This design comes from an exercise in tuning for small area, a short achievable clock period and few clock cycles on the open sky130 flow, not from production work.
The RTL was checked by simulation tests, not by an equivalence proof against the original design.
Power and IR drop assume default switching activity.

// lorenc
module lorenc (
    input  wire        clk,
    input  wire        rst,
    input  wire        op_valid,
    input  wire [1:0]  op_code,
    input  wire [7:0]  op_start,
    input  wire [8:0]  op_src_len,
    output wire        busy,
    output reg         done,
    output reg  [1:0]  status,
    input  wire        en,
    input  wire        tp_present,
    input  wire        ok,
    input  wire        tx_empty,
    output reg  [7:0]  tx_data,
    output reg         tx_valid,
    output reg         tx_last,
    output wire [8:0]  src_addr,
    output reg         src_re,
    input  wire [7:0]  src_data,
    input  wire        cfg_we,
    input  wire [1:0]  cfg_idx,
    input  wire [20:0] cfg_wdata,
    input  wire [2:0]  cfg_count,
    output reg         hb_req,
    output reg         log_evt,
    output reg  [2:0]  fault,
    output wire [8:0]  total,
    input  wire [7:0]  occ_idx,
    output wire        occ_bit
);
export LEC_CHECK = 0
export CAP_MARGIN = 20
export CORE_MARGIN = 2
export CORE_UTILIZATION = 55
export CTS_BUF_LIST = sky130_fd_sc_hd__clkbuf_8
export CTS_CLUSTER_DIAMETER = 60
export CTS_CLUSTER_SIZE = 12
export PLACE_DENSITY = 0.7
export SETUP_SLACK_MARGIN = 4.7
export SLEW_MARGIN = 20
export SYNTH_HIERARCHICAL = 1
create_clock -name core_clock -period 10.0 [get_ports {clk}]
run.sh (not shown) runs the stock make flow with config.mk's settings and CLKGATE_MAP_FILE= SYNTH_SCRIPT=/design/flow/synth_recipe.tcl, a recipe that flattens the netlist after the stock synthesis.
Testbench counts at the start, summed over its fixed seeds: cycles 56,756.
Rerun with:
Settings changed: CTS_BUF_LIST sky130_fd_sc_hd__clkbuf_8 to default, CTS_CLUSTER_DIAMETER 60 to 120, CTS_CLUSTER_SIZE 12 to 26.
Cell area decreases slightly.
Count of clock-buffer cells in the layout went down by 67.
Wire length came out lower slightly.
First-iteration DRC count hardly moves.
Clock skew hardly moves.
Total power falls by a few percent.

lorenc, a different RTL version from the one above (not shown whole).
Size: ~2000 flip-flops, ~0.066 mm² of cells after synthesis.
Settings: LEC_CHECK=0, CAP_MARGIN=20, CORE_MARGIN=2, CORE_UTILIZATION=55, CTS_CLUSTER_DIAMETER=60, CTS_CLUSTER_SIZE=28, PLACE_DENSITY=0.7, SETUP_SLACK_MARGIN=4.7, SLEW_MARGIN=20, SYNTH_HIERARCHICAL=1; clock period 10.0 ns.
Testbench counts at the start, summed over its fixed seeds: cycles 58,479.
Change:
CTS_CLUSTER_DIAMETER = 100   (was 60)
CTS_CLUSTER_SIZE = 20   (was 28)
After rerunning:
- synthesized cell count does not change
- total power shrinks by 4.3%
- first-iteration DRC count grows by 1.3%
- worst setup slack gains 0.0085 ns
- die area stays the same
- sequential share of layout area grows by 0.63 points
- synthesized area is unchanged

pepper:
lorenc, a different RTL version from the one above (not shown whole).
Size: about 5000 cells after synthesis, roughly 2000 flip-flops, about 110 I/O pins.
==> flow/config.mk <==
export PLATFORM = sky130hd
export DESIGN_NAME = lorenc
export DESIGN_NICKNAME = lorenc
export VERILOG_FILES = /design/flow/design.v
export SDC_FILE = /design/flow/constraint.sdc
export NUM_CORES = 4
export LEC_CHECK = 0
export CAP_MARGIN = 20
export CORE_MARGIN = 2
export CORE_UTILIZATION = 55
export CTS_CLUSTER_DIAMETER = 100
export CTS_CLUSTER_SIZE = 20
export PLACE_DENSITY = 0.7
export SETUP_SLACK_MARGIN = 4.3
export SLEW_MARGIN = 20
export SYNTH_HIERARCHICAL = 1
==> flow/constraint.sdc <==
create_clock -name core_clock -period 10.0 [get_ports {clk}]
set_input_delay 2.0000 -clock core_clock [delete_from_list [all_inputs] [get_ports {clk}]]
set_output_delay 2.0000 -clock core_clock [all_outputs]
set_load 0.01 [all_outputs]
Testbench counts of pepper, summed over its fixed seeds: cycles 58,479.
> inputs changed (pepper -> raven)
--- a/flow/config.mk
+++ b/flow/config.mk
@@ -12,5 +12,5 @@
 export CTS_CLUSTER_SIZE = 20
 export PLACE_DENSITY = 0.7
-export SETUP_SLACK_MARGIN = 4.3
+export SETUP_SLACK_MARGIN = 4.7
 export SLEW_MARGIN = 20
 export SYNTH_HIERARCHICAL = 1
- The wire length number comes out lower for raven vs pepper.
- The latest clock arrival within the worst-skew pair in raven sits 0.03 ns above the value recorded for pepper.
- Changes observed in raven relative to pepper: total non-filler cell area in the finished layout about even, final layout net count about even, first-pass iteration count of the detailed router fell 2, met2 wire length fell 0.45%.
- Lower sequential share of power goes to raven over pepper.
- Diff pepper -> raven | clock power | up slightly
- Delta (raven minus pepper): cell-internal power did not really move, final critical-path share of the clock period decreased by 1.1 points relative to the old numbers, area of combinational cells with multiple inputs shows no meaningful change.

separate check: timing with driven ports:
Ports are ideal in the flow. The routed layouts listed here were re-timed in OpenROAD. Step 1, drivers: a clkbuf_16 drives clk and a buf_2 each remaining input, both assumed. Step 2 adds t to the input delays and takes it off the output delays; t is the mean of the earliest and latest rising clock arrival at the registers after step 1. Input paths then give back, and output paths get back, about the clock's delay inside the block. Slacks: ideal ports / drivers / drivers and shift; pairs: ideal ports / drivers.
run | t (ns) | slack for setup (ns) | worst setup path after step 2 | worst slew at a driven data input, ns | pins driven straight from the clock port
the first run of note 1 | 0.960 | 4.349 / 4.238 / 4.006 | input to register | 0.14 | 1
the second run of note 1 | 0.764 | 4.329 / 4.224 / 4.202 | input to register | 0.14 | 1
the first run of note 2 | 0.784 | 4.302 / 4.261 / 4.261 | input to output | 0.11 | 1
the second run of note 2 | 0.782 | 4.310 / 4.266 / 4.266 | input to output | 0.11 | 1
pepper | 0.777 | 4.334 / 4.309 / 4.126 | input to register | 0.09 | 1
raven | 0.799 | 4.444 / 4.396 / 4.396 | input to output | 0.10 | 1
After both steps setup and hold are still met in every run listed. The setup slack of the first run of note 1, which loses most, moves by -0.111 ns with the drivers and by -0.343 ns with both steps.
